What follows belongs to an exercise in optimizing a design on an open flow for small area and few clock cycles; a production flow would make more cautious choices.
RTL that was checked went through simulation tests only; none was proved equivalent to the original.
For run 6, only the layout was checked, not whether the RTL still works.
No driver is modelled on the clock port, so clocking that relies on it looks cheaper here than on a real chip.
No activity file was given, so power comes from the tool's default toggle rates.

===== flow/config.mk =====
export PLATFORM = sky130hd
export DESIGN_NAME = slmp_engine
export DESIGN_NICKNAME = slmp_engine
export VERILOG_FILES = /design/flow/design.v
export SDC_FILE = /design/flow/constraint.sdc
export NUM_CORES = 4
export LEC_CHECK = 0
export CAP_MARGIN = 20
export CORE_MARGIN = 2
export CORE_UTILIZATION = 40
export CTS_BUF_LIST = sky130_fd_sc_hd__clkbuf_8
export CTS_CLUSTER_DIAMETER = 500
export CTS_CLUSTER_SIZE = 100
export SLEW_MARGIN = 20

===== flow/constraint.sdc =====
create_clock -name core_clock -period 5.0 [get_ports {clk}]
set_input_delay 1.0000 -clock core_clock [delete_from_list [all_inputs] [get_ports {clk}]]
set_output_delay 1.0000 -clock core_clock [all_outputs]
set_load 0.01 [all_outputs]

===== flow/design.v =====
module slmp_engine (
    input  wire        clk,
    input  wire        rst,
    input  wire        cmd_valid,
    output wire        cmd_ready,
    input  wire [7:0]  cmd_op,
    input  wire [7:0]  cmd_dev,
    input  wire [15:0] cmd_addr,
    input  wire [15:0] cmd_count,
    input  wire [15:0] cmd_plen,
    input  wire        in_valid,
    output wire        in_ready,
    input  wire [7:0]  in_data,
    input  wire        rx_valid,
    output wire        rx_ready,
    input  wire [7:0]  rx_data,
    input  wire [1:0]  rx_term,
    output wire        dout_valid,
    input  wire        dout_ready,
    output wire [7:0]  dout_data,
    output reg         done,
    output wire [3:0]  st_err,
    output wire [3:0]  st_sub,
    output wire [15:0] st_code,
    output wire [16:0] olen,
    output wire [15:0] res
);
    localparam [7:0] OP_DT_KIND   = 8'h10;
    localparam [7:0] OP_DT_CODE   = 8'h11;
    localparam [7:0] OP_DT_SUBCMD = 8'h12;
    localparam [7:0] OP_FE_READ   = 8'h20;
    localparam [7:0] OP_FE_WRITE  = 8'h21;
    localparam [7:0] OP_FE_SELF   = 8'h22;
    localparam [7:0] OP_RD_RECV   = 8'h30;
    localparam [3:0] E_OK        = 4'd0;
    localparam [3:0] E_TRANSPORT = 4'd3;
    localparam [3:0] E_MALFORMED = 4'd4;
    localparam [3:0] E_REMOTE    = 4'd5;
    localparam [3:0] E_UNKDEV    = 4'd10;
    localparam [3:0] E_ILLEGAL   = 4'd12;
    localparam [3:0] E_CAPACITY  = 4'd13;
    reg [1:0]  state;
    wire s_fe = state[0];
    wire s_rd = state[1];
    wire idle = !state[0] && !state[1];
    reg [4:0]  idx;
    reg        kwrite;      
    reg [3:0]  dev;         
    reg [16:0] rd;          
    reg [15:0] rs;          
    reg [15:0] rp;          
    reg        cy;          
    reg        nz;          
    reg [3:0]  err_q;
    reg [1:0]  sub_q;
    reg [16:0] val_q;       
    reg        lenv;        
    reg [3:0]  res_q;
    wire kself = dev[3] & dev[2];
    assign st_err  = err_q;
    assign st_sub  = {2'b00, sub_q};
    assign st_code = (err_q == E_REMOTE) ? val_q[15:0] : 16'd0;
    assign olen    = lenv ? val_q : 17'd0;
    assign res     = {8'h00, res_b};
    wire [7:0] tcode;
    assign tcode[7] = 1'b1;
    assign tcode[6] = 1'b0;
    assign tcode[5] = dev[3] | (dev[2] & dev[1]) | (dev[2] & dev[0]) | (dev[1] & dev[0]);
    assign tcode[4] = !(dev[0] & (dev[1] | dev[2] | dev[3]));
    assign tcode[3] = (!dev[3] & !dev[2] & !dev[1]) | (dev[0] & (dev[2] | dev[3]));
    assign tcode[2] = (!dev[3] & !dev[2] & !dev[1]) | (dev[2] & dev[1]);
    assign tcode[1] = dev[2] & dev[1] & dev[0];
    assign tcode[0] = dev[2] ? (dev[1] ~^ dev[0]) : (dev[0] & !dev[1]);
    wire tbit = !dev[3] & !(dev[2] & (dev[1] | dev[0]));
    wire [3:0] R = res_q;
    wire [7:0] res_b;
    assign res_b[7] = !(R[3] & R[2]);
    assign res_b[6] = 1'b0;
    assign res_b[5] = (R[3] & !R[2]) | (!R[3] & ((R[2] & R[1]) | (R[2] & R[0]) | (R[1] & R[0])));
    assign res_b[4] = (!R[0] & !(R[3] & R[2])) | (!R[3] & !R[2] & !R[1] & R[0]);
    assign res_b[3] = (!R[3] & !R[2] & !R[1]) | (R[0] & (R[2] ^ R[3]));
    assign res_b[2] = (!R[3] & !R[2] & !R[1]) | (!R[3] & R[2] & R[1]);
    assign res_b[1] = !R[3] & R[2] & R[1] & R[0];
    assign res_b[0] = (R[0] & !R[1] & !R[2]) | (R[2] & !R[1] & !R[0]) | (R[2] & R[1] & (R[0] ^ R[3]));
    wire dev_ok  = (cmd_dev < 8'd10);
    wire is_dt   = (cmd_op == OP_DT_KIND) || (cmd_op == OP_DT_CODE) ||
                   (cmd_op == OP_DT_SUBCMD);
    wire is_rd   = (cmd_op == OP_FE_READ);
    wire is_wr   = (cmd_op == OP_FE_WRITE);
    wire is_self = (cmd_op == OP_FE_SELF);
    wire is_recv = (cmd_op == OP_RD_RECV);
    wire cap_bad = (cmd_plen > 16'd65523);
    wire fe_go   = is_self || ((is_rd || is_wr) && dev_ok && !(is_wr && cap_bad));
    wire acc     = idle && cmd_valid;
    wire [15:0] rp_m1 = rp - 16'd1;
    wire        rp_hz = (rp[15:1] == 15'd0);
    wire        rp_z  = rp_hz && !rp[0];
    wire        rp_1  = rp_hz && rp[0];
    wire f_pay  = s_fe && (idx == 5'd0);
    wire f_hdr  = s_fe && !f_pay;
    wire lo     = !idx[0];
    wire [7:0] k8   = lo ? (idx[3] ? 8'd21 : 8'd12) : 8'd0;
    wire [8:0] s9   = {1'b0, rp[7:0]} + {1'b0, k8} + {8'd0, !lo && cy};
    wire       f_sum = (idx[4:1] == 4'b1001) || (idx[4:1] == 4'b1110);
    reg  [7:0] hbyte;
    always @(*) begin
        case (idle ? 5'd11 : idx)
            5'd11: hbyte = 8'h50;
            5'd14: hbyte = 8'hff;
            5'd15: hbyte = 8'hff;
            5'd16: hbyte = 8'h03;
            5'd18: hbyte = s9[7:0];
            5'd19: hbyte = s9[7:0];
            5'd22: hbyte = kself ? 8'h17 : 8'h01;
            5'd23: hbyte = kself ? 8'h16 : (kwrite ? 8'h14 : 8'h04);
            5'd24: hbyte = {7'd0, !kself && tbit};
            5'd26: hbyte = kself ? 8'h04 : rd[7:0];
            5'd27: hbyte = kself ? 8'h00 : rd[15:8];
            5'd28: hbyte = kself ? 8'hde : 8'h00;
            5'd29: hbyte = kself ? 8'had : tcode;
            5'd30: hbyte = kself ? 8'hbe : rs[7:0];
            5'd31: hbyte = kself ? 8'hef : rs[15:8];
            default: hbyte = 8'h00;
        endcase
    end
    wire r_st    = s_rd && (idx == 5'd31);
    wire r_body  = s_rd && !idx[4] && idx[3] && idx[2];    
    wire r_s0    = r_body && !idx[1] && !idx[0];           
    wire r_s1    = r_body && idx[0];                       
    wire r_pay   = r_body && idx[1] && !nz;                
    wire rx_need = s_rd && !(r_body && rp_z);
    assign cmd_ready  = idle;
    assign in_ready   = f_pay && dout_ready;
    assign dout_valid = (acc && fe_go) || f_hdr || (f_pay && in_valid) ||
                        (r_pay && rx_valid && !rp_z);
    assign dout_data  = f_pay ? in_data : s_rd ? rx_data : hbyte;
    assign rx_ready   = rx_need && (!r_pay || dout_ready);
    wire rx_take = rx_valid && rx_ready;
    wire rx_fail = rx_need && !rx_valid && (rx_term != 2'd0);
    wire f_step  = f_hdr && dout_ready;
    wire [15:0] stw  = {rx_data, rd[7:0]};
    wire        st_z = (stw == 16'd0);
    reg        fin;
    reg [3:0]  fin_err;
    reg [1:0]  fin_sub;
    reg        fin_len;
    always @(*) begin
        fin     = 1'b0;
        fin_err = E_OK;
        fin_sub = 2'd0;
        fin_len = 1'b0;
        if (idle) begin
            if (cmd_valid) begin
                if (is_dt) begin
                    fin = 1'b1;
                    fin_err = dev_ok ? E_OK : E_UNKDEV;
                end else if (is_rd || is_wr) begin
                    if (!dev_ok) begin
                        fin = 1'b1; fin_err = E_UNKDEV;
                    end else if (is_wr && cap_bad) begin
                        fin = 1'b1; fin_err = E_CAPACITY; fin_sub = 2'd2;
                    end
                end else if (!is_self && !is_recv) begin
                    fin = 1'b1; fin_err = E_ILLEGAL;
                end
            end
        end else if (s_fe) begin
            fin_len = 1'b1;
            if (dout_ready && ((idx == 5'd31 && rp_z) || (f_pay && in_valid && rp_1)))
                fin = 1'b1;
        end else begin
            if (r_st && rx_valid && rx_data != 8'hd0 && rx_data != 8'hd4) begin
                fin = 1'b1; fin_err = E_MALFORMED; fin_sub = 2'd1;
            end
            if (r_body) begin
                if (rp_z) begin
                    fin = 1'b1; fin_err = E_MALFORMED; fin_sub = 2'd2;
                end else if (rx_take && rp_1) begin
                    fin = 1'b1;
                    if (r_s0) begin
                        fin_err = E_MALFORMED; fin_sub = 2'd2;
                    end else begin
                        fin_len = r_s1 ? st_z : !nz;
                        fin_err = fin_len ? E_OK : E_REMOTE;
                    end
                end
            end
            if (rx_fail) begin
                fin = 1'b1;
                fin_err = E_TRANSPORT;
                fin_sub = rx_term;
            end
        end
    end
    always @(posedge clk) begin
        if (idle) begin
            rs     <= cmd_count;
            dev    <= is_self ? 4'd15 : cmd_dev[3:0];
            kwrite <= is_wr;
        end
        if (idle)
            idx <= is_recv ? 5'd31 : (dout_ready ? 5'd12 : 5'd11);
        else if (f_step)
            idx <= idx + 5'd1;
        else if (s_rd && rx_take) begin
            if (r_st && rx_data == 8'hd0) idx <= 5'd4;
            else if (!(r_body && idx[1])) idx <= idx + 5'd1;
        end
        if (idle)
            rp <= is_wr ? cmd_plen : 16'd0;
        else if (f_step && f_sum)
            rp <= {rp[7:0], rp[15:8]};
        else if ((f_pay && in_valid && dout_ready) || (r_body && rx_take))
            rp <= rp_m1;
        else if (s_rd && rx_take)
            rp <= {rx_data, rp[15:8]};
        if (f_step && lo) cy <= s9[8];
        if (idle)
            rd <= {1'b0, cmd_addr};
        else if (f_step && idx == 5'd28)
            rd[7:0] <= s9[7:0];
        else if (f_step && idx == 5'd29)
            rd[16:8] <= s9;
        else if (r_s0 && rx_take)
            rd[7:0] <= rx_data;
        else if (r_s1 && rx_take)
            rd <= st_z ? {1'b0, rp_m1} : {1'b0, stw};
        if (r_s1 && rx_take) nz <= !st_z;
        if (fin) begin
            val_q[7:0]  <= rd[7:0];
            val_q[15:8] <= (s_rd && idx[0]) ? rx_data : rd[15:8];
            val_q[16]   <= rd[16];
        end
        if (rst) begin
            state <= 2'b00;
            done  <= 1'b0;
            err_q <= E_OK;
            sub_q <= 2'd0;
            lenv  <= 1'b0;
            res_q <= 4'd15;
        end else begin
            done <= fin;
            if (fin) begin
                err_q <= fin_err;
                sub_q <= fin_sub;
                lenv  <= fin_len;
                state <= 2'b00;
            end else if (acc) begin
                state <= is_recv ? 2'b10 : 2'b01;
            end
            if (acc && is_dt && dev_ok)
                res_q <= (cmd_op == OP_DT_CODE) ? cmd_dev[3:0] : (cmd_dev < 8'd5) ? 4'd14 : 4'd15;
        end
    end
endmodule

===== flow/flow/run.sh =====
#!/bin/bash
# Layout flow: the standard ORFS flow (standard.sh) with extra make
# settings listed in flow/extra_args (one per line). Each tool's full
# output goes to a log of its own in this folder.
set -euo pipefail
here=$(pwd)
args=()
while IFS= read -r line; do
  [[ -z "$line" ]] && continue
  args+=("${line//@HERE@/$here}")
done < flow/extra_args
bash standard.sh "${args[@]}" finish > standard_run.log 2>&1

===== flow/flow/extra_args =====
BUFFER_PORTS_ARGS=-buffer_cell sky130_fd_sc_hd__buf_1
RECOVER_POWER=100
GPL_TIMING_DRIVEN=0
PRE_GLOBAL_PLACE_TCL=@HERE@/flow/rmbuf.tcl

===== flow/flow/rmbuf.tcl =====
remove_buffers

===== flow/standard.sh =====
#!/bin/bash
# synth_recipe.tcl (not shown) runs the flow's synth.tcl, then flattens the netlist and writes it again
# the make line also repeats each setting of config.mk as NAME=value (left out here)
make -C /OpenROAD-flow-scripts/flow DESIGN_CONFIG=/design/flow/config.mk WORK_HOME=/design/flow/orfs CLKGATE_MAP_FILE= SYNTH_SCRIPT=/design/flow/synth_recipe.tcl "${@:-finish}"

==> flow_metrics.tcl, run 1 <==
set metrics [dict create \
    cts_root_buffer "clkbuf_8" \
    dp.final_hpwl_mm 16.2 \
    synth-seq-area-share_pct 39.7 \
    ys_top_cells_by_area "edfxtp_1 (35%), nand2_1 (4.6%), dfxtp_1 (4.6%)" \
    fillCellCount 1660 \
    slowest_stage "nor3_1" \
    clk_pin_slew_ps 100 \
    p_int_mw 1.28 \
    grt_overflow 0 \
    grt_usage_pct 24.6 \
    hold_violations 0 \
    switching_share_pct 33.0 \
    relSlewSlack_pct -63.7 \
    synth_cells 743 \
    slowest_delay_ps 680 \
    dp_slack_ps 349 \
    cts_buffers 9 \
    pin_count 158 \
    synth.area.mux_share_pct 3.24 \
    hold_class "reg -> reg" \
    nets 964 \
    dr.pass1.iters 5 \
    finalMaxSlewViolations 11 \
    synth_adder_area_share_pct 3.16 \
    h-tree-depth 3 \
    post-route-util_pct 46.4 \
    yosys.area_share.simple_pct 25.1 \
    path_cells "or2_2, inv_4, buf_12, nor3_1, a22o_1, nand2_1, a32o_1, a21oi_1, buf_1" \
    layout_common_cells "buf_1 (145), nand2_1 (82), edfxtp_1 (77)" \
    yosysTopAreaCellShare_pct 35.2 \
    finalSetupViolCount 0 \
    critPathLaunch "state[0]$_SDFFE_PP0P_" \
    sequentialPowerShare_pct 51.8 \
    first_global_vias 5790 \
    cap_violations 1 \
    reg2reg_to "rp[4]$_DFFE_PP_" \
    mostFrequentLayoutCell "buf_1" \
    grt_pass1_wl_mm 33.3 \
    synth-compound-area-share_pct 20.6 \
    drive_above_1_share_pct 4.62 \
    die_h_um 132 \
    std_cell_rows 46 \
    hold_buffers 0 \
    n_antenna_cell 0 \
    outcome "complete, but fails checks" \
    synthFlopType "edfxtp_1" \
    path_buf_inv 3 \
    worst_slew_pin_slew_ps 2390 \
    p_per_area_nw_per_um2 258 \
    gp_congestion 0.961 \
    critPathRequiredTime_ps 4000 \
    cts_sinks 92 \
    synth-edff-count 77 \
    crit_path_start_kind "flip-flop" \
    violatedChecks "capacitance limit, slew limit" \
    yosysTopAreaCell "edfxtp_1" \
    wl_per_cell_um 20.0 \
    worstSetupPathDepth 9 \
    ctsLongestPathBuffers 2 \
    end_kind "primary output" \
    worst_r2r_path_depth 7 \
    synth.avg_cell_area_um2 8.85 \
    portBuffers 146 \
    synth_xor_area_share_pct 2.93 \
    finalCritPeriodShare_pct 93.6 \
    multi_input_area_um2 3680 \
    drc_errors 0 \
    arrival_ps 3680 \
    drtIter0Drc 693 \
    ys_types 75 \
    fmax_mhz 214 \
    power.total_mw 1.91 \
    r2r_slack_ps 570 \
    core_area_um2 16000 \
    antenna_found_initial 0 \
    finClkSkew_ps 10.5 \
    finalCriticalPeriod_ps 4680 \
    reg2reg_from "idx[1]$_DFFE_PP_" \
    endpoint "dout_data[0]" \
    synth_top_family_by_area "simple AND/OR/NAND/NOR gates" \
    pwr-share-comb_pct 20.2 \
    hold_depth 0 \
    num_vias 6419 \
    rsz0062_at_grt "no" \
    synth_seq_cells 92 \
    switchingPower_uw 632 \
    cts_tree "yes" \
    die_w_um 132 \
    critPathMaxFanout 46 \
    power_leakage_nw 2.66 \
    seqCellArea_um2 2610 \
    p_clk_share_pct 28.0 \
    grt_max_degree 47 \
    clock_latency_ps 390 \
    peakVddDrop_mv 0.178 \
    final_antenna_net_count 0 \
    yosysWarningCount 1 \
    area_growth_pct 13.0 \
    async_flop_share_pct 0 \
    syn-cell-area_um2 6570 \
    path_delay_family "simple AND/OR/NAND/NOR gates" \
    via_per_inst 5.94 \
    setup_slack_ps 319 \
    design.die.area_um2 17500 \
    finalWirelength_mm 21.7 \
    initial_utilization_pct 41.1 \
    path_class "reg -> out" \
]
per-layer routing:
layer,track usage (%),part of all wire (%)
met2,36.4,43
met1,35.5,44
met5,0,0
met4,7.89,2.6
met3,5.65,10
power groups by stage:
| stage | sequential, mW | clock (mW) | combinational [mW] |
|---|---|---|---|
| 2_1_floorplan | 0.950 | 0 | 0.286 |
| 6_report | 0.991 | 0.537 | 0.386 |
| 4_1_cts | 0.989 | 0.544 | 0.384 |
| 5_1_grt | 1.00 | 0.571 | 0.424 |
| 3_5_place_dp | 1.01 | 0 | 0.375 |
| 3_3_place_gp | 1.01 | 0 | 0.371 |
flip-flops by register name (all words and copies together), names as in the netlist, 4 cells and up:
name and cells:
rp 16, val_q 17, rd 17, res_q 4
idx 5, rs 16, err_q 4, dev 4
logic make-up (layout without fill, tap and decap cells):
logic type,Yosys count,count (layout)
xor gates and xnor gates,22,22
buffers and inverters,75,187
DFF,92,92
AOI/OAI and AO/OA,197,197
other,1,11
muxes,20,20
and+or+nand+nor,320,320
adders and majority gates,16,16
through the flow:
stage | setup TNS, ps | cells | hold WS [ps] | cell area [um2]
after global routing | 0 | 1081 | 468 | 7430
after CTS | 0 | 1081 | 448 | 7460
final | 0 | 1081 | 453 | 7430
after global placement | -9760 | 1061 | 418 | 7170
after floorplan | 0 | 753 | 408 | 6610
after detailed placement | 0 | 1064 | 424 | 7240
synthesized netlist by cell type (all sizes together) (7+ instances only):
cell type  number
a211oi          9
clkbuf         34
edfxtp         77
a21o            7
o22ai           9
nand2          82
nor2b           7
a22oi          12
nand3          39
nor4           16
a21oi          42
inv            20
mux2           10
nor3           33
mux2i          10
buf            20
and2           41
o21ai          35
a221oi         13
o31ai          12
nand4           9
xnor2          11
xor2           11
dfxtp          15
a31oi           8
nand2b         10
ha             15
nor2           49
worst min-delay path by stage:
stage	to	from	slack (ps)
2_1_floorplan	val_q[16]$_DFFE_PP_	rd[16]$_SDFFE_PP0P_	410
3_3_place_gp	val_q[16]$_DFFE_PP_	rd[16]$_SDFFE_PP0P_	420
3_5_place_dp	val_q[16]$_DFFE_PP_	rd[16]$_SDFFE_PP0P_	420
4_1_cts	val_q[16]$_DFFE_PP_	rd[16]$_SDFFE_PP0P_	450
5_1_grt	val_q[16]$_DFFE_PP_	rd[16]$_SDFFE_PP0P_	470
6_report	val_q[16]$_DFFE_PP_	rd[16]$_SDFFE_PP0P_	450
layout make-up:
class,instances,area share (%)
flip-flops and latches,92,35.2
repair buffers,150,7.81
inverters,21,1.09
multi-input cells,586,49.5
clock buffers,9,1.67
well taps,216,3.64
clock inverters,7,1.06
repair_timing:
| item | in CTS | in global routing |
|---|---|---|
| pin swaps | 0 | 0 |
| resized for setup | 2 | 3 |
| setup endpoints to repair | 3 | 7 |
| buffers inserted | 1 | 0 |
Testbench counts, summed over its fixed seeds: cycles 92,211.
==> inputs of run 2 (changes only) <==
==> flow/flow/extra_args (replaced) <==
BUFFER_PORTS_ARGS=-buffer_cell sky130_fd_sc_hd__buf_1
GPL_TIMING_DRIVEN=0
PRE_GLOBAL_PLACE_TCL=@HERE@/flow/rmbuf.tcl
POST_CTS_TCL=@HERE@/flow/recover.tcl
==> flow/flow/recover.tcl (new file) <==
# area recovery after CTS: downsize gates off the critical paths, then
# repair any slew/cap the downsizing caused, and legalize again
estimate_parasitics -placement
repair_timing -recover_power 100 -verbose
repair_design -slew_margin 20 -cap_margin 20 -verbose
detailed_placement
check_placement -verbose
estimate_parasitics -placement
--- a/flow/config.mk
+++ b/flow/config.mk
@@ -9,6 +9,6 @@
 export CORE_MARGIN = 2
 export CORE_UTILIZATION = 40
 export CTS_BUF_LIST = sky130_fd_sc_hd__clkbuf_8
-export CTS_CLUSTER_DIAMETER = 500
-export CTS_CLUSTER_SIZE = 100
+export CTS_CLUSTER_DIAMETER = 150
+export CTS_CLUSTER_SIZE = 40
 export SLEW_MARGIN = 20
==> flow_metrics.tcl, run 2 <==
set metrics [dict create \
    finalSetupViolCount 0 \
    critPathLaunch "state[0]$_SDFFE_PP0P_" \
    drive_above_1_share_pct 4.86 \
    path_class "reg -> out" \
    gp_congestion 0.961 \
    fillCellCount 1660 \
    tns_ps 0 \
    n_antenna_cell 0 \
    slowest_delay_ps 680 \
    finalCritPeriodShare_pct 93.8 \
    reg2reg_from "idx[1]$_DFFE_PP_" \
    p_per_area_nw_per_um2 257 \
    layout_common_cells "buf_1 (145), nand2_1 (82), edfxtp_1 (77)" \
    first_global_vias 5788 \
    arrival_ps 3690 \
    yosysMostFrequentCell "nand2_1" \
    synth_common_cells "nand2_1 (81), edfxtp_1 (77), nor2_1 (49)" \
    seqCellArea_um2 2610 \
    synth_cells 743 \
    power.total_mw 1.91 \
    synth-seq-area-share_pct 39.7 \
    pin_count 158 \
    cts_sinks 92 \
    synth-edff-count 77 \
    async_flop_share_pct 0 \
    hold_violations 0 \
    via_per_inst 5.95 \
    design.die.area_um2 17500 \
    whs_ps 450 \
    ys_top_cells_by_area "edfxtp_1 (35%), nand2_1 (4.6%), dfxtp_1 (4.6%)" \
    finalMaxSlewViolations 0 \
    dp.final_hpwl_mm 16.2 \
    finClkSkew_ps 13.2 \
    synth.avg_cell_area_um2 8.85 \
    r2r_slack_ps 780 \
    largestRegisters "rd (17), val_q (17)" \
    hold_depth 0 \
    num_vias 6434 \
    initial_utilization_pct 41.1 \
    slowest_stage "nor3_1" \
    yosysTopAreaCellShare_pct 35.2 \
    grt_max_degree 47 \
    grt_usage_pct 24.6 \
    crit_path_start_kind "flip-flop" \
    cap_violations 0 \
    grt_pass1_wl_mm 33.3 \
    clk_pin_slew_ps 100 \
    drtIter0Drc 729 \
    path_cells "or2_2, inv_4, buf_12, nor3_1, a22o_1, nand2_1, a32o_1, a21oi_1, buf_1" \
    core_area_um2 16000 \
    rsz0062_at_grt "no" \
    die_h_um 132 \
    end_kind "primary output" \
    cts_tree "yes" \
    relSlewSlack_pct 32.5 \
    std_cell_rows 46 \
    worst_slew_pin_slew_ps 1010 \
    critPathRequiredTime_ps 4000 \
    area_growth_pct 13.2 \
    antenna_found_initial 0 \
    die_w_um 132 \
    drc_errors 0 \
    synth_seq_cells 92 \
    post-route-util_pct 46.5 \
    multi_input_area_um2 3690 \
    synthFlopType "edfxtp_1" \
    wl_per_cell_um 20.0 \
    reg2reg_to "val_q[4]$_DFFE_PP_" \
    endpoint "dout_data[0]" \
    clock_latency_ps 390 \
    hold_class "reg -> reg" \
    final_antenna_net_count 0 \
    mostFrequentLayoutCell "buf_1" \
    yosysWarningCount 1 \
    finalCriticalPeriod_ps 4690 \
    syn-cell-area_um2 6570 \
    portBuffers 146 \
    dr.pass1.iters 5 \
    peakVddDrop_mv 0.179 \
    finalWirelength_mm 21.7 \
    fmax_mhz 213 \
    yosysTopAreaCell "edfxtp_1" \
    outcome "no timing/DRC/antenna violations" \
    critPathMaxFanout 46 \
    grt_overflow 0 \
    worst_r2r_path_depth 7 \
    power_leakage_nw 2.67 \
    ys_types 75 \
    nets 964 \
]
[run 2: changes by cell type in the layout (fill, tap and decap cells not counted)]
cell / previous run / this run
and2_1: 29 / 39
nor3_1: 31 / 30
o21ai_1: 0 / 1
nor3_2: 2 / 3
o21ai_0: 35 / 34
a2111oi_0: 4 / 3
and2_0: 12 / 2
a2111oi_2: 0 / 1
[run 2: metal layers]
metal | vias to the layer above | global-route usage [%] | part of all wire (%)
met5 | - | 0 | 0
met4 | 0 | 7.89 | 2.5
met3 | 40 | 5.65 | 10
met2 | 371 | 36.4 | 43
met1 | 2997 | 35.5 | 45
li1 | 3026 | - | -
[run 2: kinds of logic after synthesis]
group | Yosys count | synth area share [%]
xor gates and xnor gates | 22 | 2.93
DFF | 92 | 39.7
AOI/OAI and AO/OA | 197 | 20.6
and+or+nand+nor | 320 | 25.1
muxes | 20 | 3.24
other | 1 | 0.0570
buffers and inverters | 75 | 5.16
adders and majority gates | 16 | 3.16
[run 2: report_power, final]
group | leakage, nW | total, mW | switching, mW | internal, mW
Sequential | 0.932 | 0.991 | 0.0859 | 0.905
Clock | 0.104 | 0.535 | 0.297 | 0.238
Combinational | 1.63 | 0.388 | 0.248 | 0.139
Total | 2.67 | 1.91 | 0.632 | 1.28
[run 2: worst min-delay path by stage]
stage,start,to
floorplan,rd[16]$_SDFFE_PP0P_,val_q[16]$_DFFE_PP_
global placement,rd[16]$_SDFFE_PP0P_,val_q[16]$_DFFE_PP_
detailed placement,rd[16]$_SDFFE_PP0P_,val_q[16]$_DFFE_PP_
global route,rd[16]$_SDFFE_PP0P_,val_q[16]$_DFFE_PP_
finish,rd[16]$_SDFFE_PP0P_,val_q[16]$_DFFE_PP_
[run 2: critical path, delay by kind of cell, from the launching register on]
kind | cells | cell delay (ps)
simple gates | 3 | 1220
buf+inv | 3 | 700
compound gates | 3 | 690
flops | 1 | 640
[run 2: layout make-up]
class / count / share of cell area (%)
inverters: 21 / 1.09
flip-flops and latches: 92 / 35.1
multi-input cells: 586 / 49.6
clock buffers: 9 / 1.66
repair buffers: 150 / 7.80
well taps: 216 / 3.63
clock inverters: 7 / 1.06
[run 2: through the flow]
| step | std cells | instance area [um2] | setup WS [ps] |
|---|---|---|---|
| 2_1_floorplan | 753 | 6610 | 1060 |
| 3_3_place_gp | 1061 | 7170 | -1330 |
| 3_5_place_dp | 1064 | 7240 | 349 |
| 5_1_grt | 1081 | 7440 | 49.1 |
| 6_report | 1081 | 7440 | 312 |
==> inputs of run 3 (changes only) <==
==> flow/flow/extra_args (replaced) <==
BUFFER_PORTS_ARGS=-buffer_cell sky130_fd_sc_hd__buf_1
GPL_TIMING_DRIVEN=0
PRE_GLOBAL_PLACE_TCL=@HERE@/flow/rmbuf.tcl
POST_CTS_TCL=@HERE@/flow/recover.tcl
CTS_ARGS=-sink_clustering_enable -repair_clock_nets -sink_clustering_size 40 -sink_clustering_max_diameter 150 -buf_list sky130_fd_sc_hd__clkbuf_8 -dont_use_dummy_load
==> flow_metrics.tcl, run 3 <==
set metrics [dict create \
    core_area_um2 16000 \
    finalCritPeriodShare_pct 93.1 \
    grt_pass1_wl_mm 33.3 \
    synth_cells 743 \
    outcome "no timing/DRC/antenna violations" \
    synth-edff-count 77 \
    syn-cell-area_um2 6570 \
    hold_class "reg -> reg" \
    rsz0062_at_grt "no" \
    arrival_ps 3660 \
    switching_share_pct 32.5 \
    die_w_um 132 \
    ys_types 75 \
    p_clk_share_pct 22.8 \
    die_h_um 132 \
    layout_common_cells "buf_1 (145), nand2_1 (82), edfxtp_1 (77)" \
    setup_slack_ps 344 \
    portBuffers 146 \
    clock_latency_ps 390 \
    p_per_area_nw_per_um2 243 \
    critPathRequiredTime_ps 4000 \
    drc_errors 0 \
    largestRegisters "rd (17), val_q (17)" \
    design.die.area_um2 17500 \
    path_cells "clkinv_1, ha_1, a31oi_1, o21ai_0, nand3_1, xnor2_1, a21oi_1, o21ai_0, buf_1" \
    fmax_mhz 215 \
    end_kind "primary output" \
    via_per_inst 5.94 \
    path_buf_inv 2 \
    drtIter0Drc 725 \
    slowest_delay_ps 700 \
    finClkSkew_ps 24.4 \
    slowest_stage "edfxtp_1" \
    path_delay_family "compound AO/OA/AOI/OAI gates" \
    final_antenna_net_count 0 \
    critPathMaxFanout 15 \
    area_growth_pct 12.0 \
    initial_utilization_pct 41.1 \
    synth-seq-area-share_pct 39.7 \
    yosysWarningCount 1 \
    cts_tree "yes" \
    synth_seq_cells 92 \
    hold_violations 0 \
    num_vias 6379 \
    worst_slew_pin_slew_ps 1030 \
    grt_overflow 0 \
    pin_count 158 \
    finalCriticalPeriod_ps 4660 \
    first_global_vias 5778 \
    cap_violations 0 \
    r2r_slack_ps 760 \
    p_int_mw 1.21 \
    synthFlopType "edfxtp_1" \
    yosysMostFrequentCell "nand2_1" \
    synth_common_cells "nand2_1 (81), edfxtp_1 (77), nor2_1 (49)" \
    path_class "reg -> out" \
    wl_per_cell_um 20.3 \
    mostFrequentLayoutCell "buf_1" \
    crit_top_cell "o21ai_0" \
    yosysTopAreaCell "edfxtp_1" \
    dp.final_hpwl_mm 16.2 \
    gp_congestion 0.961 \
    sequentialPowerShare_pct 55.4 \
    pwr-share-comb_pct 21.7 \
    drive_above_1_share_pct 4.31 \
    peakVddDrop_mv 0.117 \
    nets 964 \
    cts_sinks 92 \
    switchingPower_uw 582 \
    ys_top_cells_by_area "edfxtp_1 (35%), nand2_1 (4.6%), dfxtp_1 (4.6%)" \
    clk_pin_slew_ps 100 \
    antenna_found_initial 0 \
    dr.pass1.iters 8 \
    yosysTopAreaCellShare_pct 35.2 \
    std_cell_rows 46 \
    grt_usage_pct 24.5 \
    finalSetupViolCount 0 \
    dp_slack_ps 349 \
    whs_ps 450 \
    finalMaxSlewViolations 0 \
    finalWirelength_mm 21.7 \
    relSlewSlack_pct 31.3 \
    async_flop_share_pct 0 \
    n_antenna_cell 0 \
    crit_path_start_kind "flip-flop" \
    synth.avg_cell_area_um2 8.85 \
    power_leakage_nw 2.63 \
    grt_max_degree 47 \
]
-- run 3: path summary, 6_finish.rpt --
path | cells after the start | endpoint | from
max | 9 | dout_data[7] | idx[0]$_DFFE_PP_
min | 0 | val_q[16]$_DFFE_PP_ | rd[16]$_SDFFE_PP0P_
max reg2reg | 7 | val_q[1]$_DFFE_PP_ | idx[1]$_DFFE_PP_
min reg2reg | 0 | val_q[16]$_DFFE_PP_ | rd[16]$_SDFFE_PP0P_
-- run 3: cells by family after synthesis --
group	share of synthesized area [%]
adders and majority gates	3.16
AOI/OAI and AO/OA	20.6
and+or+nand+nor	25.1
buffers and inverters	5.16
other	0.0570
xor gates and xnor gates	2.93
muxes	3.24
DFF	39.7
-- run 3: per-stage QoR --
stage,util (%),setup TNS [ps],std cells,power [mW],area [um2]
after floorplan,-,0,753,1.24,6610
after global placement,44.8,-9760,1061,1.38,7170
after detailed placement,45.3,0,1064,1.38,7240
after global routing,46.0,0,1074,1.86,7370
final,46.0,0,1074,1.79,7370
-- run 3: power groups by stage --
stage          sequential, mW  clock, mW  combinational (mW)
6_report                0.992      0.408               0.389
3_5_place_dp             1.01          0               0.375
5_1_grt                  1.00      0.437               0.425
3_3_place_gp             1.01          0               0.371
2_1_floorplan           0.950          0               0.286
-- run 3: metal layers --
metal	global-route usage, %	routed length (um)	vias up
met5	0	0	-
met4	8.24	531	0
met3	5.54	2030	38
met2	36.3	9370	341
met1	35.4	9820	2979
li1	-	-	3021
-- run 3: cell type report --
class,instances,area (um2)
Timing Repair Buffer,150,584
Clock buffer,9,124
Inverter,21,81.3
Sequential cell,92,2610
Fill cell,1667,8630
Tap cell,216,270
Multi-Input combinational cell,586,3690
==> inputs of run 4 (changes only) <==
==> flow/flow/run.sh (replaced) <==
#!/bin/bash
# Layout flow: the standard ORFS flow (standard.sh) with extra make
# settings listed in flow/extra_args (one per line), and the standard
# synthesis script run with an area-oriented ABC script (flow/my_synth.tcl.in).
# Each tool's full output goes to a log of its own in this folder.
set -euo pipefail
here=$(pwd)
sed "s|@HERE@|$here|g" flow/my_synth.tcl.in > my_synth.tcl
args=("SYNTH_SCRIPT=$here/my_synth.tcl")
while IFS= read -r line; do
  [[ -z "$line" ]] && continue
  args+=("${line//@HERE@/$here}")
done < flow/extra_args
bash standard.sh "${args[@]}" finish > standard_run.log 2>&1
==> flow/flow/abc_area.script (new file) <==
&get -n
&st
&deepsyn -T 60
&dch -f
&nf -R 1000 -p -F 8
&put
topo
stime -c
dnsize -c
==> flow/flow/extra_args (replaced) <==
BUFFER_PORTS_ARGS=-buffer_cell sky130_fd_sc_hd__buf_1
GPL_TIMING_DRIVEN=0
PRE_GLOBAL_PLACE_TCL=@HERE@/flow/rmbuf.tcl
POST_CTS_TCL=@HERE@/flow/recover.tcl
CTS_ARGS=-sink_clustering_enable -repair_clock_nets -sink_clustering_size 40 -sink_clustering_max_diameter 150 -buf_list sky130_fd_sc_hd__clkbuf_8 -dont_use_dummy_load
ADDER_MAP_FILE=
==> flow/flow/my_synth.tcl.in (new file) <==
# Synthesis: the standard synthesis script (synth_recipe.tcl) unchanged,
# except that ABC maps the logic with an area-oriented script
# (flow/abc_area.script) in place of ORFS's speed script. Registers are
# mapped before ABC runs, so they are the standard synthesis's.
proc abc {args} {
  set i [lsearch -exact $args -script]
  if {$i >= 0} { lset args [expr {$i + 1}] {@HERE@/flow/abc_area.script} }
  yosys abc {*}$args
}
source {@HERE@/synth_recipe.tcl}
==> flow_metrics.tcl, run 4 <==
set metrics [dict create \
    layout_common_cells "buf_1 (145), nand2_1 (79), edfxtp_1 (77)" \
    grtUsageMet3_pct 4.78 \
    synth-seq-area-share_pct 47.2 \
    nets 847 \
    mostFrequentLayoutCell "buf_1" \
    first_global_vias 5113 \
    placed_area_um2 6300 \
    clock_latency_ps 380 \
    peakVddDrop_mv 0.133 \
    gp_congestion 0.939 \
    reg2reg_from "rp[2]$_DFFE_PP_" \
    ys_top_cells_by_area "edfxtp_1 (42%), dfxtp_1 (5.4%), nand2_1 (5.4%)" \
    fmax_mhz 215 \
    switching_share_pct 30.0 \
    ys_types 52 \
    initial_utilization_pct 41.3 \
    core_area_um2 13400 \
    worst_slew_pin_slew_ps 886 \
    synth_seq_cells 92 \
    drive_above_1_share_pct 3.17 \
    synth_common_cells "nand2_1 (79), edfxtp_1 (77), nor2_1 (58)" \
    relSlewSlack_pct 40.7 \
    yosysMostFrequentCell "nand2_1" \
    synthFlopType "edfxtp_1" \
    finalCritPeriodShare_pct 93.1 \
    clk_pin_slew_ps 80 \
    arrival_ps 3660 \
    yosysWarningCount 1 \
    power.total_mw 1.66 \
    use_met1_pct 36.8 \
    area_growth_pct 17.6 \
    pwr-share-comb_pct 17.9 \
    p_int_mw 1.16 \
    rsz0062_at_grt "no" \
    power_leakage_nw 2.21 \
    yosysTopAreaCell "edfxtp_1" \
    placed_cells 919 \
    pin_count 158 \
    finish.instance_area_um2 6510 \
    std_cell_rows 42 \
    end_kind "primary output" \
    crit_path_start_kind "flip-flop" \
    finClkSkew_ps 29.4 \
    yosysTopAreaCellShare_pct 41.8 \
    synth.avg_cell_area_um2 9.31 \
    grt_pass1_wl_mm 28.5 \
    switchingPower_uw 498 \
    drc_errors 0 \
    hold_violations 0 \
    synth-edff-count 77 \
    cts_sinks 92 \
    p_clk_share_pct 24.5 \
    path_class "reg -> out" \
    antenna_found_initial 0 \
    wl_per_cell_um 20.2 \
    critPathLaunch "state[1]$_SDFFE_PP0P_" \
    num_vias 5558 \
    finalSetupViolCount 0 \
    die_w_um 122 \
    sequentialPowerShare_pct 57.6 \
    dr.pass1.iters 7 \
    hold_class "reg -> reg" \
    async_flop_share_pct 0 \
    dp.final_hpwl_mm 14.5 \
    grt_max_degree 45 \
    grt_usage_pct 25.5 \
    finalCriticalPeriod_ps 4660 \
    finalMaxSlewViolations 0 \
    design.die.area_um2 14800 \
    portBuffers 146 \
    fillCellCount 1344 \
    drtIter0Drc 694 \
    final_antenna_net_count 0 \
    finalWirelength_mm 18.8 \
    multi_input_area_um2 2870 \
    via_per_inst 5.95 \
    critPathMaxFanout 20 \
    hp-start "sub_q[1]$_SDFFE_PP0P_" \
    largestRegisters "rd (17), val_q (17)" \
    cap_violations 0 \
    critPathRequiredTime_ps 4000 \
    die_h_um 122 \
    outcome "no timing/DRC/antenna violations" \
    seqCellArea_um2 2610 \
    tns_ps 0 \
    syn-cell-area_um2 5540 \
    grt_overflow 0 \
    p_per_area_nw_per_um2 255 \
    synth_cells 595 \
    cts_tree "yes" \
    grt_use_met2_pct 38.0 \
    gr-max-usage-layer "met2" \
    stdcell_count 934 \
]
[run 4: cell count changes in the layout (fill, tap and decap cells not counted), sizes merged, moves of 6 or more]
cell,previous run,this run
inv,20,0
ha,15,0
nor3,33,26
o22ai,9,16
a222oi,1,10
mux2i,10,1
clkinv,1,13
a21oi,42,36
nor2,49,58
nand3,39,16
o31ai,12,1
[run 4: routing by layer]
layer	share of wire, %	routed length [um]
met5	0	0
met4	2.8	531
met3	9.2	1740
met2	44	8260
met1	44	8290
[run 4: cell type report]
cell class	count	area share [%]
well taps	176	3.38
multi-input cells	489	44.1
flip-flops and latches	92	40.1
clock buffers	9	1.90
repair buffers	154	9.64
diodes	1	0.0384
inverters	13	0.768
[run 4: final timing paths]
| check | end | slack, ps | depth (start not counted) |
|---|---|---|---|
| min reg2reg | sub_q[1]$_SDFFE_PP0P_ | 450 | 2 |
| max reg2reg | sub_q[0]$_SDFFE_PP0P_ | 410 | 15 |
| max | dout_data[4] | 340 | 11 |
| min | sub_q[1]$_SDFFE_PP0P_ | 450 | 2 |
[run 4: power by group through the flow]
stage                     registers, mW  logic, mW  clock network, mW
final                             0.956      0.297              0.407
after global placement            0.974      0.266                  0
after detailed placement          0.976      0.271                  0
after global routing              0.964      0.325              0.438
after floorplan                   0.952      0.171                  0
[run 4: cells by family after synthesis]
kind of cell              synth area share (%)
and+or+nand+nor                           25.8
AOI/OAI and AO/OA                         20.4
DFF                                       47.2
buffers and inverters                     2.37
xor gates and xnor gates                  2.37
muxes                                     1.81
other                                   0.0677
[run 4: stage by stage]
stage / utilization [%] / worst slack (ps) / hold WS (ps)
after floorplan: - / 405 / 409
after global placement: 46.7 / -1380 / 430
after detailed placement: 47.0 / -604 / 445
after global routing: 48.6 / 25.8 / 495
final: 48.6 / 344 / 453
[run 4: critical path: stages, from the launching register on]
cell,delay [ps]
dfxtp_1,570
or2_1,350
buf_8,220
nand2_1,120
nor3_1,190
and2_0,380
nand2_1,140
o21ai_0,260
a21oi_1,100
a2111oi_0,580
a21oi_1,210
buf_1,170
==> inputs of run 5 (changes only) <==
==> flow/flow/extra_args (replaced) <==
BUFFER_PORTS_ARGS=-buffer_cell sky130_fd_sc_hd__buf_1
GPL_TIMING_DRIVEN=0
PRE_GLOBAL_PLACE_TCL=@HERE@/flow/rmbuf.tcl
POST_CTS_TCL=@HERE@/flow/recover.tcl
CTS_ARGS=-sink_clustering_enable -repair_clock_nets -sink_clustering_size 40 -sink_clustering_max_diameter 150 -buf_list sky130_fd_sc_hd__clkbuf_8 -dont_use_dummy_load
==> flow_metrics.tcl, run 5 <==
set metrics [dict create \
    outcome "no timing/DRC/antenna violations" \
    final_antenna_net_count 0 \
    die_w_um 124 \
    whs_ps 499 \
    critPathRequiredTime_ps 4000 \
    via_per_inst 5.91 \
    grt_overflow 0 \
    power.total_mw 1.41 \
    fmax_mhz 211 \
    grt_pass1_wl_mm 28.3 \
    rsz0062_at_grt "no" \
    synth-seq-area-share_pct 45.7 \
    syn-cell-area_um2 5720 \
    dr.pass1.iters 8 \
    grt_usage_pct 25.1 \
    finalCriticalPeriod_ps 4730 \
    critPathLaunch "state[1]$_SDFFE_PP0P_" \
    wl_per_cell_um 20.0 \
    drtIter0Drc 589 \
    gp_congestion 0.925 \
    worst_r2r_path_depth 14 \
    drive_above_1_share_pct 2.09 \
    hp-start "sub_q[0]$_SDFFE_PP0P_" \
    cap_violations 0 \
    placed_area_um2 6480 \
    min_to "sub_q[0]$_SDFFE_PP0P_" \
    pwr-share-comb_pct 8.8 \
    std_cell_rows 43 \
    stdcell_count 945 \
    antenna_found_initial 0 \
    yosysWarningCount 1 \
    clk_pin_slew_ps 70 \
    num_vias 5584 \
    path_class "reg -> out" \
    p_int_mw 1.06 \
    switchingPower_uw 350 \
    portBuffers 146 \
    hold_depth 1 \
    mostFrequentLayoutCell "buf_1" \
    finalMaxSlewViolations 0 \
    fillCellCount 1433 \
    yosysTopAreaCellShare_pct 40.4 \
    dp.final_hpwl_mm 14.6 \
    yosysTopAreaCell "edfxtp_1" \
    clock_latency_ps 390 \
    relSlewSlack_pct 22.2 \
    hold_class "reg -> reg" \
    pin_count 158 \
    drc_errors 0 \
    r2r_slack_ps 460 \
    finalCritPeriodShare_pct 94.7 \
    synth_common_cells "edfxtp_1 (77), nor2_1 (71), nand2_1 (68)" \
    cts_sinks 92 \
    end_kind "primary output" \
    finish.instance_area_um2 6630 \
    initial_utilization_pct 41.0 \
    p_per_area_nw_per_um2 213 \
    tns_ps 0 \
    synth-edff-count 77 \
    synth_cells 609 \
    worst_slew_pin_slew_ps 1160 \
    reg2reg_from "rp[3]$_DFFE_PP_" \
    grt_max_degree 38 \
    yosysMostFrequentCell "edfxtp_1" \
    synth.avg_cell_area_um2 9.39 \
    cts_tree "yes" \
    nets 871 \
    design.die.area_um2 15300 \
    sequentialPowerShare_pct 62.3 \
    largestRegisters "rd (17), val_q (17)" \
    critPathMaxFanout 37 \
    n_antenna_cell 0 \
    power_leakage_nw 2.41 \
    die_h_um 124 \
    synthFlopType "edfxtp_1" \
    ys_top_cells_by_area "edfxtp_1 (40%), dfxtp_1 (5.3%), nor2_1 (4.7%)" \
    p_clk_share_pct 28.9 \
    async_flop_share_pct 0 \
    area_growth_pct 15.9 \
    crit_path_start_kind "flip-flop" \
    finalSetupViolCount 0 \
    arrival_ps 3730 \
    layout_common_cells "buf_1 (144), edfxtp_1 (77), nor2_1 (71)" \
    ys_types 55 \
    switching_share_pct 24.8 \
    peakVddDrop_mv 0.115 \
    finClkSkew_ps 17.7 \
    placed_cells 936 \
    finalWirelength_mm 18.9 \
    reg2reg_to "err_q[2]$_SDFFE_PP0P_" \
    core_area_um2 13900 \
    synth_seq_cells 92 \
    hold_violations 0 \
    first_global_vias 5082 \
]
==> run 5: cell type report <==
| class | count | area [um2] | area share [%] |
|---|---|---|---|
| inverters | 21 | 80.1 | 1.21 |
| flip-flops and latches | 92 | 2610 | 39.4 |
| clock buffers | 9 | 124 | 1.87 |
| well taps | 180 | 225 | 3.40 |
| multi-input cells | 495 | 3020 | 45.5 |
| repair buffers | 148 | 567 | 8.55 |
==> run 5: critical path, cell delays in order (launching register included) <==
cell      delay (ps)
dfxtp_1          620
or2_1            460
clkinv_2         640
a21oi_1          370
nor2_1           150
nor2b_1          270
o21bai_1         220
nor3_1            90
nor3_1           310
nor2_1            90
buf_1            140
==> run 5: routing by layer <==
metal  routed length [um]  GRT usage, %  up-vias
li1                     -             -     2617
met1                 8490          35.2     2604
met2                 8260          38.0      324
met3                 1630          4.53       39
met4                  503          10.7        0
met5                    0             0        -
==> run 5: how the worst max path moves through the flow <==
stage / endpoint / slack (ps) / cells past startpoint
floorplan: dout_data[3] / 410 / 7
global placement: dout_data[3] / -1340 / 8
detailed placement: rp[1]$_DFFE_PP_ / 330 / 12
global route: err_q[3]$_SDFFE_PP0P_ / 40 / 15
finish: dout_data[1] / 270 / 10
==> run 5: power by group through the flow <==
stage | registers [mW] | clock network (mW) | logic, mW
detailed placement | 0.895 | 0 | 0.120
floorplan | 0.884 | 0 | 0.0633
finish | 0.878 | 0.407 | 0.124
global route | 0.881 | 0.439 | 0.137
global placement | 0.894 | 0 | 0.119
==> run 5: stage by stage <==
step	util [%]	setup slack [ps]
finish	47.6	266
global route	47.6	38.4
detailed placement	46.5	327
global placement	46.3	-1340
floorplan	-	406
==> run 5: logic make-up (layout without fill, tap and decap cells) <==
kind of cell	Yosys count	in the layout	synth area share [%]
multiplexers	12	12	2.28
other	1	11	0.0656
flip-flops	92	92	45.7
buffers and inverters	32	178	2.82
AO/OA/AOI/OAI	159	159	19.0
AND/OR/NAND/NOR	278	278	23.6
XOR/XNOR	19	19	2.91
adder cells (fa/ha/maj)	16	16	3.63
==> inputs of run 6 (changes only) <==
--- a/flow/design.v
+++ b/flow/design.v
@@ -49,18 +49,17 @@
     reg [16:0] rd;          
     reg [15:0] rs;          
     reg [15:0] rp;          
-    reg        cy;          
     reg        nz;          
     reg [3:0]  err_q;
     reg [1:0]  sub_q;
-    reg [16:0] val_q;       
+    reg [16:0] val_n;       
     reg        lenv;        
     reg [3:0]  res_q;
     wire kself = dev[3] & dev[2];
     assign st_err  = err_q;
     assign st_sub  = {2'b00, sub_q};
-    assign st_code = (err_q == E_REMOTE) ? val_q[15:0] : 16'd0;
-    assign olen    = lenv ? val_q : 17'd0;
+    assign st_code = (err_q == E_REMOTE) ? ~val_n[15:0] : 16'd0;
+    assign olen    = lenv ? ~val_n : 17'd0;
     assign res     = {8'h00, res_b};
     wire [7:0] tcode;
     assign tcode[7] = 1'b1;
@@ -69,7 +68,7 @@
     assign tcode[4] = !(dev[0] & (dev[1] | dev[2] | dev[3]));
     assign tcode[3] = (!dev[3] & !dev[2] & !dev[1]) | (dev[0] & (dev[2] | dev[3]));
     assign tcode[2] = (!dev[3] & !dev[2] & !dev[1]) | (dev[2] & dev[1]);
-    assign tcode[1] = dev[2] & dev[1] & dev[0];
+    assign tcode[1] = !dev[3] & dev[2] & dev[1] & dev[0];
     assign tcode[0] = dev[2] ? (dev[1] ~^ dev[0]) : (dev[0] & !dev[1]);
     wire tbit = !dev[3] & !(dev[2] & (dev[1] | dev[0]));
     wire [3:0] R = res_q;
@@ -99,8 +98,13 @@
     wire f_pay  = s_fe && (idx == 5'd0);
     wire f_hdr  = s_fe && !f_pay;
     wire lo     = !idx[0];
+    wire [7:0] a8   = kwrite ? rp[7:0] : 8'd0;
+    wire [7:0] plo  = rp[15:8];         
+    wire       cy   = kwrite && (plo[7:4] == 4'hf) &&
+                      (idx[3] ? (plo[3] && (plo[2] || (plo[1] && plo[0])))
+                              : (plo[3] || plo[2]));
     wire [7:0] k8   = lo ? (idx[3] ? 8'd21 : 8'd12) : 8'd0;
-    wire [8:0] s9   = {1'b0, rp[7:0]} + {1'b0, k8} + {8'd0, !lo && cy};
+    wire [8:0] s9   = {1'b0, a8} + {1'b0, k8} + {8'd0, !lo && cy};
     wire       f_sum = (idx[4:1] == 4'b1001) || (idx[4:1] == 4'b1110);
     reg  [7:0] hbyte;
     always @(*) begin
@@ -113,11 +117,11 @@
             5'd19: hbyte = s9[7:0];
             5'd22: hbyte = kself ? 8'h17 : 8'h01;
             5'd23: hbyte = kself ? 8'h16 : (kwrite ? 8'h14 : 8'h04);
-            5'd24: hbyte = {7'd0, !kself && tbit};
+            5'd24: hbyte = {7'd0, tbit};
             5'd26: hbyte = kself ? 8'h04 : rd[7:0];
             5'd27: hbyte = kself ? 8'h00 : rd[15:8];
             5'd28: hbyte = kself ? 8'hde : 8'h00;
-            5'd29: hbyte = kself ? 8'had : tcode;
+            5'd29: hbyte = tcode;            
             5'd30: hbyte = kself ? 8'hbe : rs[7:0];
             5'd31: hbyte = kself ? 8'hef : rs[15:8];
             default: hbyte = 8'h00;
@@ -166,7 +170,7 @@
             end
         end else if (s_fe) begin
             fin_len = 1'b1;
-            if (dout_ready && ((idx == 5'd31 && rp_z) || (f_pay && in_valid && rp_1)))
+            if (dout_ready && ((idx == 5'd31 && (rp_z || !kwrite)) || (f_pay && in_valid && rp_1)))
                 fin = 1'b1;
         end else begin
             if (r_st && rx_valid && rx_data != 8'hd0 && rx_data != 8'hd4) begin
@@ -207,14 +211,13 @@
             else if (!(r_body && idx[1])) idx <= idx + 5'd1;
         end
         if (idle)
-            rp <= is_wr ? cmd_plen : 16'd0;
+            rp <= cmd_plen;
         else if (f_step && f_sum)
             rp <= {rp[7:0], rp[15:8]};
         else if ((f_pay && in_valid && dout_ready) || (r_body && rx_take))
             rp <= rp_m1;
         else if (s_rd && rx_take)
             rp <= {rx_data, rp[15:8]};
-        if (f_step && lo) cy <= s9[8];
         if (idle)
             rd <= {1'b0, cmd_addr};
         else if (f_step && idx == 5'd28)
@@ -227,9 +230,9 @@
             rd <= st_z ? {1'b0, rp_m1} : {1'b0, stw};
         if (r_s1 && rx_take) nz <= !st_z;
         if (fin) begin
-            val_q[7:0]  <= rd[7:0];
-            val_q[15:8] <= (s_rd && idx[0]) ? rx_data : rd[15:8];
-            val_q[16]   <= rd[16];
+            val_n[7:0]  <= ~rd[7:0];
+            val_n[15:8] <= ~((s_rd && idx[0]) ? rx_data : rd[15:8]);
+            val_n[16]   <= ~rd[16];
         end
         if (rst) begin
             state <= 2'b00;
==> flow/flow/run.sh (replaced) <==
#!/bin/bash
# Layout flow: the standard ORFS flow (standard.sh) with extra make
# settings listed in flow/extra_args (one per line). Each tool's full
# output goes to a log of its own in this folder.
set -euo pipefail
here=$(pwd)
args=()
while IFS= read -r line; do
  [[ -z "$line" ]] && continue
  args+=("${line//@HERE@/$here}")
done < flow/extra_args
bash standard.sh "${args[@]}" finish > standard_run.log 2>&1
removed: flow/flow/abc_area.script
removed: flow/flow/my_synth.tcl.in
==> flow_metrics.tcl, run 6 <==
set metrics [dict create \
    layout_common_cells "buf_1 (145), edfxtp_1 (76), nor2_1 (68)" \
    crit_path_start_kind "flip-flop" \
    placed_cells 1082 \
    largestRegisters "rd (17), val_n (17)" \
    critPathLaunch "idx[0]$_DFFE_PP_" \
    use_met1_pct 35.6 \
    hp-start "rd[16]$_SDFFE_PP0P_" \
    core_area_um2 16400 \
    mostFrequentLayoutCell "buf_1" \
    gp_congestion 0.949 \
    ys_types 76 \
    grt_usage_pct 24.5 \
    rsz0062_at_grt "no" \
    path_buf_inv 3 \
    antenna_found_initial 0 \
    pin_count 158 \
    whs_ps 446 \
    r2r_slack_ps 700 \
    num_vias 6466 \
    hold_class "reg -> reg" \
    grt_overflow 0 \
    drtIter0Drc 693 \
    dp.final_hpwl_mm 16.2 \
    finalCritPeriodShare_pct 94.9 \
    cap_violations 0 \
    die_w_um 133 \
    hold_depth 1 \
    ys_top_cells_by_area "edfxtp_1 (34%), dfxtp_1 (4.5%), nor2_1 (3.8%)" \
    via_per_inst 5.87 \
    critPathRequiredTime_ps 4000 \
    n_antenna_cell 0 \
    synth.avg_cell_area_um2 8.65 \
    initial_utilization_pct 40.6 \
    fmax_mhz 211 \
    clk_pin_slew_ps 100 \
    wl_per_cell_um 19.8 \
    grt_use_met2_pct 37.0 \
    yosysTopAreaCell "edfxtp_1" \
    placed_area_um2 7280 \
    synth-seq-area-share_pct 38.8 \
    worst_r2r_path_depth 7 \
    path_cells "buf_4, buf_8, nor2b_1, fa_1, ha_1, a21o_1, a21oi_1, a21oi_1, mux2i_1, a221oi_1, o21ai_0, buf_1" \
    finalCriticalPeriod_ps 4750 \
    cts_sinks 91 \
    synthFlopType "edfxtp_1" \
    crit_top_cell "a21oi_1" \
    worstSetupPathDepth 12 \
    syn-cell-area_um2 6660 \
    portBuffers 146 \
    slowest_stage "edfxtp_1" \
    finalWirelength_mm 21.8 \
    hold_violations 0 \
    synth_common_cells "edfxtp_1 (76), nor2_1 (68), nand2_1 (65)" \
    finalMaxSlewViolations 0 \
    path_delay_family "compound AO/OA/AOI/OAI gates" \
    drc_errors 0 \
    yosysWarningCount 1 \
    finClkSkew_ps 23.1 \
    async_flop_share_pct 0 \
    path_class "reg -> out" \
    dp_slack_ps 455 \
    die_h_um 133 \
    gr-max-usage-layer "met2" \
    reg2reg_to "rp[6]$_DFFE_PP_" \
    design.die.area_um2 17700 \
    relSlewSlack_pct 36.3 \
    final_antenna_net_count 0 \
    synth_cells 770 \
    reg2reg_from "idx[1]$_DFFE_PP_" \
    std_cell_rows 47 \
    worst_slew_pin_slew_ps 952 \
    power_leakage_nw 2.66 \
    setup_slack_ps 253 \
    dr.pass1.iters 7 \
    p_per_area_nw_per_um2 238 \
    area_growth_pct 11.9 \
    outcome "no timing/DRC/antenna violations" \
    tns_ps 0 \
    stdcell_count 1101 \
    first_global_vias 5796 \
    drive_above_1_share_pct 4.31 \
    nets 987 \
    end_kind "primary output" \
    yosysTopAreaCellShare_pct 34.3 \
    peakVddDrop_mv 0.102 \
    min_to "val_n[16]$_DFFE_PP_" \
    finalSetupViolCount 0 \
    yosysMostFrequentCell "edfxtp_1" \
    critPathMaxFanout 15 \
    slowest_delay_ps 550 \
    grt_pass1_wl_mm 33.4 \
    grt_max_degree 62 \
    synth_seq_cells 91 \
    cts_tree "yes" \
    finish.instance_area_um2 7460 \
    synth-edff-count 76 \
    clock_latency_ps 390 \
    arrival_ps 3750 \
    grtUsageMet3_pct 4.14 \
]
==> run 6: report_power, final <==
part	leakage, nW	internal, mW	switching [mW]
Sequential	0.896	0.901	0.0912
Combinational	1.70	0.142	0.239
Clock	0.0647	0.162	0.243
Total	2.66	1.20	0.573
==> run 6: final cells by class <==
cell class	count	area, um2
fill	1671	8950
multi-input combinational	589	3680
sequential	91	2580
timing repair buffer	158	663
tap	220	275
inverter	34	130
clock buffer	9	124
==> run 6: per-stage QoR <==
step / total power, mW / utilization [%]
final: 1.78 / 45.5
after global routing: 1.86 / 45.5
after detailed placement: 1.37 / 44.4
after global placement: 1.36 / 44.0
after floorplan: 1.22 / -
==> run 6: layer usage <==
metal,part of all wire (%),up-vias
li1,-,3078
met5,0,-
met3,9.5,35
met2,43,329
met1,45,3024
met4,2.1,0
==> run 6: how the worst max path moves through the flow <==
stage / end / slack (ps)
final: dout_data[6] / 250
after global routing: dout_data[7] / 50
after detailed placement: dout_data[6] / 460
after global placement: dout_data[6] / -300
after floorplan: dout_data[7] / 600
==> run 6: logic make-up after synthesis <==
group,after synthesis,synth area share [%]
and+or+nand+nor,322,25.1
muxes,20,3.02
AOI/OAI and AO/OA,195,20.1
other,1,0.0563
adders and majority gates,17,3.27
buffers and inverters,100,6.55
xor gates and xnor gates,24,3.15
DFF,91,38.8

-- static timing again, ports no longer ideal --
The results above use ideal ports. As a check the final layouts listed here were re-extracted and re-timed, cells and wires unchanged.
Step 1 sets driving cells, clkbuf_16 on the clock port and buf_2 on the other inputs (assumed; they add their load-dependent delay and slew).
Step 2, shift: input delay + t, output delay - t, t = (earliest + latest rising clock arrival at the registers) / 2. This alone moves slack from input paths to output paths.
Slacks: ideal / step 1 / step 2; pairs: ideal / step 1.
| run | shift t [ns] | setup WS [ns] | pins driven straight from the clock port |
|---|---|---|---|
| run 1 | 0.420 | 0.319 / 0.284 / 0.569 | 1 |
| run 2 | 0.417 | 0.312 / 0.277 / 0.695 | 1 |
| run 3 | 0.416 | 0.344 / 0.309 / 0.725 | 1 |
| run 4 | 0.407 | 0.344 / 0.306 / 0.413 | 1 |
| run 5 | 0.412 | 0.266 / 0.233 / 0.457 | 1 |
| run 6 | 0.409 | 0.253 / 0.219 / 0.628 | 1 |
